Context: an optimization exercise on an open-source flow, tuned for small area, a short achievable clock period and few clock cycles. The choices shown serve that exercise and are no tape-out recipe. Function was checked by simulation only, so behaviour that the tests miss may differ from the original. No activity file was given, so power comes from the tool's default toggle rates.

==> tundra <==
==> flow/design.v <==
module vm_core (
    input  wire        clk,
    input  wire        rst,           
    input  wire        start,         
    input  wire [11:0] code_len,      
    output reg         mem_req,
    output reg         mem_we,
    output reg  [10:0] mem_addr,
    output wire [31:0] mem_wdata,
    input  wire [31:0] mem_rdata,
    output wire        out_valid,
    output wire [31:0] out_data,
    output wire        halted,
    output wire        faulted,
    output wire [2:0]  cause,
    output wire [31:0] info,
    output wire [2:0]  flags,         
    input  wire [3:0]  dbg_sel,
    output wire [31:0] dbg_data
);
    localparam [5:0] OP_LDR = 6'd0, OP_STR = 6'd1, OP_ADD = 6'd2, OP_SUB = 6'd3,
                     OP_MUL = 6'd4, OP_DIV = 6'd5, OP_MOV = 6'd6, OP_CMP = 6'd7,
                     OP_JMP = 6'd8, OP_SAV = 6'd9, OP_PRN = 6'd10;
    localparam [2:0] C_DIV0 = 3'd1, C_LOAD = 3'd2, C_STORE = 3'd3,
                     C_MISAL = 3'd5, C_ILLEGAL = 3'd6;
    localparam [1:0] S_IDLE = 2'd0, S_RUN = 2'd1, S_HALT = 2'd2, S_FAULT = 2'd3;
    localparam [1:0] B_NONE = 2'd0, B_LD = 2'd1, B_MUL = 2'd2, B_DIV = 2'd3;
    reg [1:0]  st;
    reg [31:0] rf [0:14];             
    reg [14:0] rv;                    
    reg [31:0] pc;                    
    reg [31:0] ir;
    reg        irv;                   
    reg        pend;                  
    reg [3:0]  pa, qa;                
    reg        fe, fg, fl;
    reg [2:0]  cause_r;
    reg        use_pc;                
    reg [1:0]  bk;                    
    reg [3:0]  bd;                    
    reg [3:0]  cnt;                   
    reg [1:0]  dg;                    
    reg        nP;                    
    reg [31:0] acc;                   
    reg [31:0] rem;                   
    wire running = (st == S_RUN);
    wire done    = st[1];
    wire busy    = (bk != B_NONE);
    assign halted  = (st == S_HALT);
    assign faulted = (st == S_FAULT);
    assign flags   = {fe, fg, fl};
    assign cause   = cause_r;
    wire [31:0] pc_inc = {pc[31:2] + 30'd1, pc[1:0]};
    wire [31:0] r15v   = (use_pc | busy) ? pc : pc_inc;
    wire [3:0] ia = done ? dbg_sel : pa;
    function [31:0] rdreg;
        input [3:0] idx;
        begin
            if (idx == 4'd15) rdreg = r15v;
            else rdreg = rv[idx] ? rf[idx] : 32'd0;
        end
    endfunction
    wire [31:0] P = rdreg(ia);
    wire [31:0] Q = rdreg(qa);
    assign dbg_data  = P;
    assign out_data  = P;
    assign mem_wdata = Q;
    assign info      = cause_r[1] ? (cause_r[2] ? ir : Q) : pc;
    wire [2:0]  cond  = ir[31:29];
    wire [5:0]  op    = ir[28:23];
    wire [3:0]  f0    = ir[22:19];
    wire [18:0] imm19 = ir[18:0];
    wire gate   = (cond == 3'd0) || ((cond & {fe, fg, fl}) != 3'd0);
    wire pc_end = (pc[31:12] != 20'd0) || (pc[11:0] >= code_len);
    wire is_ldr = (op == OP_LDR);
    wire is_str = (op == OP_STR);
    wire is_add = (op == OP_ADD);
    wire is_sub = (op == OP_SUB);
    wire is_mul = (op == OP_MUL);
    wire is_div = (op == OP_DIV);
    wire is_mov = (op == OP_MOV);
    wire is_cmp = (op == OP_CMP);
    wire is_jmp = (op == OP_JMP);
    wire is_sav = (op == OP_SAV);
    wire is_prn = (op == OP_PRN);
    wire is_ill = (op > OP_PRN);
    wire canx = running && !busy && irv && !pc_end;
    wire ex   = canx && gate;
    wire        alu_sub = !is_add;
    wire [32:0] alu     = {1'b0, P} + {1'b0, alu_sub ? ~Q : Q} + {32'd0, alu_sub};
    wire        p_lt_q  = !alu[32];
    wire        p_eq_q  = (P == Q);
    wire        oob     = (P[31:11] != 21'd0) || ((&P[10:2]) && (P[1:0] != 2'b00));
    wire        q_zero  = (Q == 32'd0);
    wire        q_small = (Q[31:2] == 30'd0);
    wire        p_small = (P[31:2] == 30'd0);
    function [3:0] hp;
        input [31:0] x;
        integer k;
        begin
            hp = 4'd0;
            for (k = 0; k < 16; k = k + 1)
                if (x[2*k +: 2] != 2'b00) hp = k[3:0];
        end
    endfunction
    wire [3:0] hpP = hp(P);
    wire [3:0] hpQ = hp(Q);
    wire       mul_nP = (hpP < hpQ);                  
    wire [3:0] p0  = (is_div || mul_nP) ? hpP : hpQ;
    wire [3:0] ix  = busy ? (cnt - 4'd1) : p0;
    wire [1:0] dgP = P[2*ix +: 2];
    wire [1:0] dgQ = Q[2*ix +: 2];
    wire        msel   = busy ? nP : !q_small;        
    wire [31:0] M      = msel ? P : Q;
    wire [31:0] Mc     = msel ? Q : P;
    wire [1:0]  md     = busy ? dg : (msel ? P[1:0] : Q[1:0]);
    wire [31:0] accin  = (bk == B_MUL) ? acc : 32'd0;
    wire [31:0] mulnext = {accin[29:0], 2'b00} + (md[1] ? {Mc[30:0], 1'b0} : 32'd0)
                          + (md[0] ? Mc : 32'd0);
    wire [33:0] t1 = {1'b0, rem, dg[1]} - {2'b00, Q};
    wire        g1 = !t1[33];
    wire [31:0] r1 = g1 ? t1[31:0] : {rem[30:0], dg[1]};
    wire [33:0] t2 = {1'b0, r1, dg[0]} - {2'b00, Q};
    wire        g2 = !t2[33];
    wire [31:0] r2 = g2 ? t2[31:0] : {r1[30:0], dg[0]};
    wire [31:0] divnext = {acc[29:0], g1, g2};
    wire mul_fast = q_small || p_small;
    wire bdone    = busy && ((bk == B_LD) || (cnt == 4'd0));
    reg  [31:0] wd;
    reg  [3:0]  wa;
    reg         we;
    always @(*) begin
        wa = busy ? bd : f0;
        we = 1'b0;
        wd = alu[31:0];
        if (busy) begin
            we = bdone;
            case (bk)
                B_LD:    wd = mem_rdata;
                B_MUL:   wd = mulnext;
                default: wd = divnext;
            endcase
        end else if (ex) begin
            if (is_add || is_sub) begin we = 1'b1; wd = alu[31:0]; end
            if (is_mul && mul_fast) begin we = 1'b1; wd = mulnext; end
            if (is_mov) begin we = 1'b1; wd = {13'd0, imm19}; end
            if (is_sav) begin we = (f0 != 4'd15); wd = pc_inc; end
        end
    end
    wire wr_pc = we && (wa == 4'd15);
    reg  [1:0]  k;
    always @(*) begin
        if (busy)     k = {1'b0, irv};
        else if (irv) k = pend ? 2'd2 : 2'd1;
        else          k = {1'b0, pend};
    end
    wire [12:0] seq_a  = {1'b0, pc[11:0]} + {9'd0, k, 2'b00};
    wire        seq_ok = (pc[31:12] == 20'd0) && !seq_a[11] && (pc[1:0] == 2'b00);
    wire [31:0] tgt    = is_jmp ? P : {13'd0, imm19};
    wire        tgt_ok = (tgt[31:11] == 21'd0) && (tgt[1:0] == 2'b00);
    wire ldst    = ex && (is_ldr || is_str) && !oob;
    wire direct  = ex && (is_jmp || (is_mov && f0 == 4'd15));
    wire starts  = ex && ((is_mul && !mul_fast) || (is_div && !q_zero));
    wire fault_x = ex && (((is_ldr || is_str) && oob) || (is_div && q_zero) || is_ill);
    reg seq_req;
    always @(*) begin
        seq_req = 1'b0;
        if (st == S_IDLE) seq_req = start;
        else if (running) begin
            if (busy)       seq_req = bdone && !(bd == 4'd15);
            else if (irv)   seq_req = !pc_end && !ldst && !direct && !starts && !fault_x && !wr_pc;
            else            seq_req = pend || (!pc_end && (pc[1:0] == 2'b00));
        end
    end
    always @(*) begin
        mem_we   = ldst && is_str;
        if (ldst) begin
            mem_req  = 1'b1;
            mem_addr = P[10:0];
        end else if (direct) begin
            mem_req  = tgt_ok;
            mem_addr = tgt[10:0];
        end else begin
            mem_req  = seq_req && seq_ok;
            mem_addr = seq_a[10:0];
        end
    end
    assign out_valid = ex && is_prn;
    wire st_hit = (P[10:2] == pc_inc[10:2]) || ((P[10:2] == pc[10:2]) && (P[1:0] != 2'b00));
    wire [31:0] dw = (bdone && bk[1]) ? ir : mem_rdata;
    wire [5:0]  dop = dw[28:23];
    wire [3:0]  dpa = (dop == OP_CMP || dop == OP_JMP || dop == OP_PRN) ? dw[22:19] : dw[18:15];
    wire [3:0]  dqa = (dop == OP_CMP) ? dw[18:15] : (dop == OP_STR) ? dw[22:19] : dw[14:11];
    always @(posedge clk) begin
        if (rst) begin
            st      <= S_IDLE;
            rv      <= 15'd0;
            pc      <= 32'd0;
            irv     <= 1'b0;
            pend    <= 1'b0;
            fe      <= 1'b0;
            fg      <= 1'b0;
            fl      <= 1'b0;
            cause_r <= 3'd0;
            use_pc  <= 1'b0;
            bk      <= B_NONE;
            cnt     <= 4'd0;
        end else begin
            if (we && wa != 4'd15) begin
                rf[wa] <= wd;
                rv[wa] <= 1'b1;
            end
            pend <= mem_req && !mem_we && !ldst;
            case (st)
                S_IDLE: if (start) st <= S_RUN;
                S_RUN: begin
                    if (busy) begin
                        if (bk != B_LD) begin
                            cnt <= cnt - 4'd1;
                            dg  <= nP ? dgP : dgQ;
                            acc <= (bk == B_MUL) ? mulnext : divnext;
                            rem <= r2;
                        end
                        if (bdone) begin
                            bk <= B_NONE;
                            cnt <= 4'd0;
                            if (bk[1]) begin pa <= dpa; qa <= dqa; end
                            if (wr_pc) begin
                                pc  <= wd;
                                irv <= 1'b0;
                            end
                        end
                    end else if (irv) begin
                        if (pc_end) begin
                            st     <= S_HALT;
                            use_pc <= 1'b1;
                        end else if (fault_x) begin
                            st <= S_FAULT;
                            if (is_ldr)      cause_r <= C_LOAD;
                            else if (is_str) cause_r <= C_STORE;
                            else if (is_div) cause_r <= C_DIV0;
                            else             cause_r <= C_ILLEGAL;
                            qa <= ir[18:15];
                        end else if (direct || wr_pc) begin
                            pc  <= direct ? tgt : wd;
                            irv <= 1'b0;
                        end else begin
                            pc  <= pc_inc;
                            ir  <= mem_rdata;
                            irv <= pend && !(ldst && is_str && st_hit);
                            if (!starts) begin pa <= dpa; qa <= dqa; end
                            if (ex && is_cmp) begin
                                fe <= p_eq_q;
                                fg <= !p_lt_q && !p_eq_q;
                                fl <= p_lt_q;
                            end
                            if (ldst && is_ldr) begin
                                bk <= B_LD;
                                bd <= f0;
                            end
                            if (starts) begin
                                bk  <= is_mul ? B_MUL : B_DIV;
                                bd  <= f0;
                                nP  <= is_div || mul_nP;
                                cnt <= p0;
                                dg  <= (is_div || mul_nP) ? dgP : dgQ;
                                acc <= 32'd0;
                                rem <= 32'd0;
                            end
                        end
                    end else begin
                        if (pend) begin
                            ir  <= mem_rdata;
                            irv <= 1'b1;
                            pa  <= dpa;
                            qa  <= dqa;
                        end else if (pc_end) begin
                            st     <= S_HALT;
                            use_pc <= 1'b1;
                        end else if (pc[1:0] != 2'b00) begin
                            st      <= S_FAULT;
                            cause_r <= C_MISAL;
                            use_pc  <= 1'b1;
                        end
                    end
                end
                default: ;    
            endcase
        end
    end
endmodule
==> flow/run.sh <==
#!/bin/bash
# synth_recipe.tcl (not shown) runs the flow's synth.tcl, then flattens the netlist and writes it again
# the make line also repeats each setting of config.mk as NAME=value (left out here)
make -C /OpenROAD-flow-scripts/flow DESIGN_CONFIG=/design/flow/config.mk WORK_HOME=/design/flow/orfs CLKGATE_MAP_FILE= SYNTH_SCRIPT=/design/flow/synth_recipe.tcl finish
==> flow/config.mk <==
export PLATFORM = sky130hd
export DESIGN_NAME = vm_core
export DESIGN_NICKNAME = vm_core
export VERILOG_FILES = /design/flow/design.v
export SDC_FILE = /design/flow/constraint.sdc
export NUM_CORES = 4
export LEC_CHECK = 0
export CAP_MARGIN = 20
export CORE_MARGIN = 2
export CORE_UTILIZATION = 35
export SLEW_MARGIN = 20
==> flow/constraint.sdc <==
create_clock -name core_clock -period 12.0 [get_ports {clk}]
set_input_delay 2.4000 -clock core_clock [delete_from_list [all_inputs] [get_ports {clk}]]
set_output_delay 2.4000 -clock core_clock [all_outputs]
set_load 0.01 [all_outputs]
==> delta (differences from tundra) <==
==> flow/design.v, changed modules only <==
module vm_core (
    input  wire        clk,
    input  wire        rst,           
    input  wire        start,         
    input  wire [11:0] code_len,      
    output reg         mem_req,
    output reg         mem_we,
    output reg  [10:0] mem_addr,
    output wire [31:0] mem_wdata,
    input  wire [31:0] mem_rdata,
    output wire        out_valid,
    output wire [31:0] out_data,
    output wire        halted,
    output wire        faulted,
    output wire [2:0]  cause,
    output wire [31:0] info,
    output wire [2:0]  flags,         
    input  wire [3:0]  dbg_sel,
    output wire [31:0] dbg_data
);
    localparam [5:0] OP_LDR = 6'd0, OP_STR = 6'd1, OP_ADD = 6'd2, OP_SUB = 6'd3,
                     OP_MUL = 6'd4, OP_DIV = 6'd5, OP_MOV = 6'd6, OP_CMP = 6'd7,
                     OP_JMP = 6'd8, OP_SAV = 6'd9, OP_PRN = 6'd10;
    localparam [2:0] C_DIV0 = 3'd1, C_LOAD = 3'd2, C_STORE = 3'd3,
                     C_MISAL = 3'd5, C_ILLEGAL = 3'd6;
    localparam [1:0] S_IDLE = 2'd0, S_RUN = 2'd1, S_HALT = 2'd2, S_FAULT = 2'd3;
    localparam [1:0] B_NONE = 2'd0, B_LD = 2'd1, B_MUL = 2'd2, B_DIV = 2'd3;
    reg [1:0]  st;
    reg [31:0] rf [0:14];             
    reg [31:0] pc;                    
    reg [31:0] ir;
    reg        irv;                   
    reg        pend;                  
    reg [15:0] pa, qa;                
    reg        fe, fg, fl;
    reg [2:0]  cause_r;
    reg        use_pc;                
    reg [1:0]  bk;                    
    reg [3:0]  bd;                    
    reg [3:0]  cnt;                   
    reg [1:0]  dg;                    
    reg        nP;                    
    reg [31:0] acc;                   
    reg [31:0] rem;                   
    reg [31:0] opd;                   
    reg        bv;                    
    reg [8:0]  ba1;                   
    reg [8:0]  bt;                    
    reg        pflag;                 
    wire running = (st == S_RUN);
    wire done    = st[1];
    wire busy    = (bk != B_NONE);
    assign halted  = (st == S_HALT);
    assign faulted = (st == S_FAULT);
    assign flags   = {fe, fg, fl};
    assign cause   = cause_r;
    wire [31:0] pc_inc = {pc[31:2] + 30'd1, pc[1:0]};
    wire [31:0] r15v   = (use_pc | busy) ? pc : pc_inc;
    function [31:0] rdreg;
        input [3:0] idx;
        begin
            if (idx == 4'd15) rdreg = r15v;
            else rdreg = rf[idx];
        end
    endfunction
    function [31:0] rdoh;
        input [15:0] sel;
        integer j;
        begin
            rdoh = {32{sel[15]}} & r15v;
            for (j = 0; j < 15; j = j + 1)
                rdoh = rdoh | ({32{sel[j]}} & rf[j]);
        end
    endfunction
    function [15:0] oh;
        input [3:0] idx;
        begin
            oh = 16'd0;
            oh[idx] = 1'b1;
        end
    endfunction
    wire [31:0] P = rdoh(pa);
    wire [31:0] Q = rdoh(qa);
    assign dbg_data  = rdreg(dbg_sel);
    assign out_data  = P;
    assign mem_wdata = Q;
    assign info      = cause_r[1] ? (cause_r[2] ? ir : Q) : pc;
    wire [2:0]  cond  = ir[31:29];
    wire [5:0]  op    = ir[28:23];
    wire [3:0]  f0    = ir[22:19];
    wire [18:0] imm19 = ir[18:0];
    wire gate   = (cond == 3'd0) || ((cond & {fe, fg, fl}) != 3'd0);
    wire pc_end = (pc[31:12] != 20'd0) || (pc[11:0] >= code_len);
    wire is_ldr = (op == OP_LDR);
    wire is_str = (op == OP_STR);
    wire is_add = (op == OP_ADD);
    wire is_sub = (op == OP_SUB);
    wire is_mul = (op == OP_MUL);
    wire is_div = (op == OP_DIV);
    wire is_mov = (op == OP_MOV);
    wire is_cmp = (op == OP_CMP);
    wire is_jmp = (op == OP_JMP);
    wire is_sav = (op == OP_SAV);
    wire is_prn = (op == OP_PRN);
    wire is_ill = (op > OP_PRN);
    wire canx = running && !busy && irv && !pc_end;
    wire ex   = canx && gate;
    wire        alu_sub = !is_add;
    wire [32:0] alu     = {1'b0, P} + {1'b0, alu_sub ? ~Q : Q} + {32'd0, alu_sub};
    wire        p_lt_q  = !alu[32];
    wire        p_eq_q  = (P == Q);
    wire        oob     = (P[31:11] != 21'd0) || ((&P[10:2]) && (P[1:0] != 2'b00));
    wire        q_zero  = (Q == 32'd0);
    wire        q_small = (Q[31:2] == 30'd0);
    function [3:0] hp;
        input [31:0] x;
        integer k;
        begin
            hp = 4'd0;
            for (k = 0; k < 16; k = k + 1)
                if (x[2*k +: 2] != 2'b00) hp = k[3:0];
        end
    endfunction
    wire [3:0] hpP = hp(P);
    wire [3:0] hpQ = hp(Q);
    wire       mul_nP = (hpP < hpQ);                  
    wire [3:0] p0  = is_div ? (hpP - 4'd1) : mul_nP ? hpP : hpQ;
    wire [3:0] ix  = busy ? (cnt - 4'd1) : p0;
    wire [1:0] d0   = P[2*hpP +: 2];
    wire       q_1  = q_small && (Q[1:0] == 2'd1);
    wire       q_2  = q_small && (Q[1:0] == 2'd2);
    wire       q_3  = q_small && (Q[1:0] == 2'd3);
    wire [1:0] dq0  = q_1 ? d0 : q_2 ? {1'b0, d0[1]} : q_3 ? {1'b0, &d0} : 2'd0;
    wire [1:0] dr0  = q_1 ? 2'd0 : q_2 ? {1'b0, d0[0]} : (q_3 && (&d0)) ? 2'd0 : d0;
    wire       div_fast = (hpP == 4'd0);
    wire [1:0] dgP = P[2*ix +: 2];
    wire [1:0] dgQ = Q[2*ix +: 2];
    wire [31:0] Mc     = busy ? opd : P;
    wire [1:0]  md     = busy ? dg : Q[1:0];
    wire [31:0] accin  = (bk == B_MUL) ? acc : 32'd0;
    wire [31:0] mulnext = {accin[29:0], 2'b00} + (md[1] ? {Mc[30:0], 1'b0} : 32'd0)
                          + (md[0] ? Mc : 32'd0);
    wire [33:0] t1 = {1'b0, rem, dg[1]} - {2'b00, opd};
    wire        g1 = !t1[33];
    wire [31:0] r1 = g1 ? t1[31:0] : {rem[30:0], dg[1]};
    wire [33:0] t2 = {1'b0, r1, dg[0]} - {2'b00, opd};
    wire        g2 = !t2[33];
    wire [31:0] r2 = g2 ? t2[31:0] : {r1[30:0], dg[0]};
    wire [31:0] divnext = {acc[29:0], g1, g2};
    wire mul_fast = q_small;
    wire bdone    = busy && ((bk == B_LD) || (cnt == 4'd0));
    reg  [31:0] wd;
    reg  [3:0]  wa;
    reg         we;
    always @(*) begin
        wa = busy ? bd : f0;
        we = 1'b0;
        wd = alu[31:0];
        if (busy) begin
            we = bdone;
            case (bk)
                B_LD:    wd = mem_rdata;
                B_MUL:   wd = mulnext;
                default: wd = divnext;
            endcase
        end else if (ex) begin
            if (is_add || is_sub) begin we = 1'b1; wd = alu[31:0]; end
            if (is_mul && mul_fast) begin we = 1'b1; wd = mulnext; end
            if (is_div && !q_zero && div_fast) begin we = 1'b1; wd = {30'd0, dq0}; end
            if (is_mov) begin we = 1'b1; wd = {13'd0, imm19}; end
            if (is_sav) begin we = (f0 != 4'd15); wd = pc_inc; end
        end
    end
    wire wr_pc = we && (wa == 4'd15);
    reg  [1:0]  k;
    always @(*) begin
        if (busy)     k = {1'b0, irv};
        else if (irv) k = pend ? 2'd2 : 2'd1;
        else          k = {1'b0, pend};
    end
    wire [12:0] seq_a  = {1'b0, pc[11:0]} + {9'd0, k, 2'b00};
    wire        seq_ok = (pc[31:12] == 20'd0) && !seq_a[11] && (pc[1:0] == 2'b00);
    wire [31:0] tgt    = is_jmp ? (gate ? P : pc_inc) : {13'd0, imm19};
    wire        tgt_ok = (tgt[31:11] == 21'd0) && (tgt[1:0] == 2'b00);
    wire pok     = canx && pflag && is_jmp && gate && (P[31:11] == 21'd0) &&
                   (P[10:2] == bt) && (P[1:0] == 2'b00);
    wire pbad    = canx && pflag && !pok;
    wire [8:0] bt1 = bt + 9'd1;
    wire x_ldst  = gate && (is_ldr || is_str);
    wire x_djmp  = gate && is_jmp && !pflag;                  
    wire x_pjmp  = gate && is_jmp && pflag;                   
    wire x_pseq  = !gate && is_jmp && pflag;                  
    wire x_dmov  = gate && is_mov && (f0 == 4'd15);
    wire x_wpc   = gate && (f0 == 4'd15) && (is_add || is_sub || is_mul || is_div);
    wire ldst    = canx && x_ldst && !oob;
    wire direct  = canx && (x_djmp || x_pseq || x_dmov);
    wire pjbad   = canx && x_pjmp && !pok;
    wire starts  = ex && ((is_mul && !mul_fast) || (is_div && !q_zero && !div_fast));
    wire fault_x = ex && (((is_ldr || is_str) && oob) || (is_div && q_zero) || is_ill);
    wire bhit = bv && (ba1 == seq_a[10:2]) && (busy ? irv : pend);
    reg seq_req;
    always @(*) begin
        seq_req = 1'b0;
        if (st == S_IDLE) seq_req = start;
        else if (running) begin
            if (busy)       seq_req = bdone && !(bd == 4'd15);
            else if (irv)   seq_req = !pc_end && !x_ldst && !x_djmp && !x_dmov && !x_wpc && !pflag &&
                                      !(gate && (is_div || is_ill));
            else            seq_req = pend || (!pc_end && (pc[1:0] == 2'b00));
        end
    end
    always @(*) begin
        mem_we   = ldst && is_str;
        mem_req  = ldst || (direct && tgt_ok) || (pok && (bt != 9'h1ff)) || (seq_req && seq_ok);
        if (canx && (x_ldst || x_djmp))
            mem_addr = P[10:0];
        else if (canx && x_pjmp)
            mem_addr = {bt1, 2'b00};
        else if (canx && (x_pseq || x_dmov))
            mem_addr = tgt[10:0];
        else
            mem_addr = bhit ? {bt, 2'b00} : seq_a[10:0];
    end
    assign out_valid = ex && is_prn;
    wire st_hit = (P[10:2] == pc_inc[10:2]) || ((P[10:2] == pc[10:2]) && (P[1:0] != 2'b00));
    wire [31:0] dw = (bdone && bk[1]) ? ir : mem_rdata;
    wire [5:0]  dop = dw[28:23];
    wire [15:0] dpa = oh((dop == OP_CMP || dop == OP_JMP || dop == OP_PRN) ? dw[22:19] : dw[18:15]);
    wire [15:0] dqa = oh((dop == OP_CMP) ? dw[18:15] : (dop == OP_STR) ? dw[22:19] : dw[14:11]);
    wire [31:0] wdg = rst ? 32'd0 : wd;
    integer i;
    always @(posedge clk) begin
        for (i = 0; i < 15; i = i + 1)
            if (rst || (we && wa == i)) rf[i] <= wdg;
    end
    always @(posedge clk) begin
        if (rst) begin
            st      <= S_IDLE;
            pc      <= 32'd0;
            irv     <= 1'b0;
            pend    <= 1'b0;
            fe      <= 1'b0;
            fg      <= 1'b0;
            fl      <= 1'b0;
            cause_r <= 3'd0;
            use_pc  <= 1'b0;
            bk      <= B_NONE;
            cnt     <= 4'd0;
            bv      <= 1'b0;
            pflag   <= 1'b0;
        end else begin
            pend <= mem_req && !mem_we && !ldst;
            pflag <= seq_req && seq_ok && bhit;
            if (ex && is_jmp && tgt_ok) begin
                bv  <= 1'b1;
                ba1 <= pc_inc[10:2];
                bt  <= P[10:2];
            end
            case (st)
                S_IDLE: if (start) st <= S_RUN;
                S_RUN: begin
                    if (busy) begin
                        if (bk != B_LD) begin
                            cnt <= cnt - 4'd1;
                            dg  <= nP ? dgP : dgQ;
                            acc <= (bk == B_MUL) ? mulnext : divnext;
                            rem <= r2;
                        end
                        if (bdone) begin
                            bk <= B_NONE;
                            cnt <= 4'd0;
                            if (bk[1]) begin pa <= dpa; qa <= dqa; end
                            if (wr_pc) begin
                                pc  <= wd;
                                irv <= 1'b0;
                            end
                        end
                    end else if (irv) begin
                        if (pc_end) begin
                            st     <= S_HALT;
                            use_pc <= 1'b1;
                        end else if (fault_x) begin
                            st <= S_FAULT;
                            if (is_ldr)      cause_r <= C_LOAD;
                            else if (is_str) cause_r <= C_STORE;
                            else if (is_div) cause_r <= C_DIV0;
                            else             cause_r <= C_ILLEGAL;
                            qa <= oh(ir[18:15]);
                        end else if (pok) begin
                            pc  <= P;
                            ir  <= mem_rdata;
                            irv <= 1'b1;
                            pa  <= dpa;
                            qa  <= dqa;
                        end else if (pjbad) begin
                            pc  <= P;
                            irv <= 1'b0;
                        end else if (direct || wr_pc) begin
                            pc  <= direct ? tgt : wd;
                            irv <= 1'b0;
                        end else begin
                            pc  <= pc_inc;
                            ir  <= mem_rdata;
                            irv <= pend && !pflag && !(ldst && is_str && st_hit);
                            if (!starts) begin pa <= dpa; qa <= dqa; end
                            if (ex && is_cmp) begin
                                fe <= p_eq_q;
                                fg <= !p_lt_q && !p_eq_q;
                                fl <= p_lt_q;
                            end
                            if (ldst && is_ldr) begin
                                bk <= B_LD;
                                bd <= f0;
                            end
                            if (starts) begin
                                bk  <= is_mul ? B_MUL : B_DIV;
                                bd  <= f0;
                                nP  <= is_div || mul_nP;
                                opd <= (is_div || mul_nP) ? Q : P;
                                cnt <= p0;
                                dg  <= (is_div || mul_nP) ? dgP : dgQ;
                                acc <= is_div ? {30'd0, dq0} : 32'd0;
                                rem <= is_div ? {30'd0, dr0} : 32'd0;
                            end
                        end
                    end else begin
                        if (pend) begin
                            ir  <= mem_rdata;
                            irv <= 1'b1;
                            pa  <= dpa;
                            qa  <= dqa;
                        end else if (pc_end) begin
                            st     <= S_HALT;
                            use_pc <= 1'b1;
                        end else if (pc[1:0] != 2'b00) begin
                            st      <= S_FAULT;
                            cause_r <= C_MISAL;
                            use_pc  <= 1'b1;
                        end
                    end
                end
                default: ;    
            endcase
        end
    end
endmodule
ABC_CLOCK_PERIOD_IN_PS = 4000   (was unset)
CORE_UTILIZATION = 45   (was 35)
SETUP_SLACK_MARGIN = 5   (was unset)
==> comparison table <==
quantity	tundra	delta
Result of the run	timing/DRC/antenna clean	timing/DRC/antenna clean
Number of detailed-route iterations in the first pass	6	17
Count of plain and timing-repair buffers	420	550
Routed length per placed instance	32.0 µm	38.4 µm
Footprint of the flip-flops and latches	19,100 µm²	21,000 µm²
Number of distinct library cells after synthesis	113	109
Critical path data arrival time	11.86 ns	5.33 ns
Die Ht	375 µm	342 µm
Core Box Area	137,000 µm²	113,000 µm²
Cell area power density	195 nW/µm²	154 nW/µm²
Buffer share of cell area	6.77%	8.66%
Final clock skew	0.0566 ns	0.0499 ns
Total internal power	6.30 mW	5.97 mW
Initial antenna violation count	15	7
Warnings, synthesis	1	2
Final min period	11.32 ns	7.73 ns
Main power-consuming group	combinational cells	registers
GR Layer Usage met2	45.2%	61.6%
Testbench counts of tundra, summed over its fixed seeds: cycles 45,939.
Testbench counts of delta, summed over its fixed seeds: cycles 41,767.

==> afterwards: timing with drivers on the ports <==
The results above use ideal ports. As a check the final layouts listed here were re-extracted and re-timed, cells and wires unchanged.
Step 1, drivers: a clkbuf_16 drives clk and a buf_2 each remaining input, both assumed.
Step 2 moves the port delays by t, midway between the first and last clock arrival at a register: inputs arrive t later, outputs are due t later. That takes back most of the time a late clock gives input paths.
a / b / c = ideal / step 1 / step 2; a / b = the first two.
run | t (ns) | setup WS [ns] | worst register clock-pin slew, ns | pins driven straight from the clock port
tundra | 0.756 | 0.679 / 0.679 / 0.506 | 0.07 / 0.07 | 1
delta | 0.771 | 4.271 / 4.188 / 4.315 | 0.07 / 0.07 | 1
After both steps setup and hold are still met in every run listed. The setup slack of tundra, which loses most, moves by 0.000 ns with the drivers and by -0.173 ns with both steps.
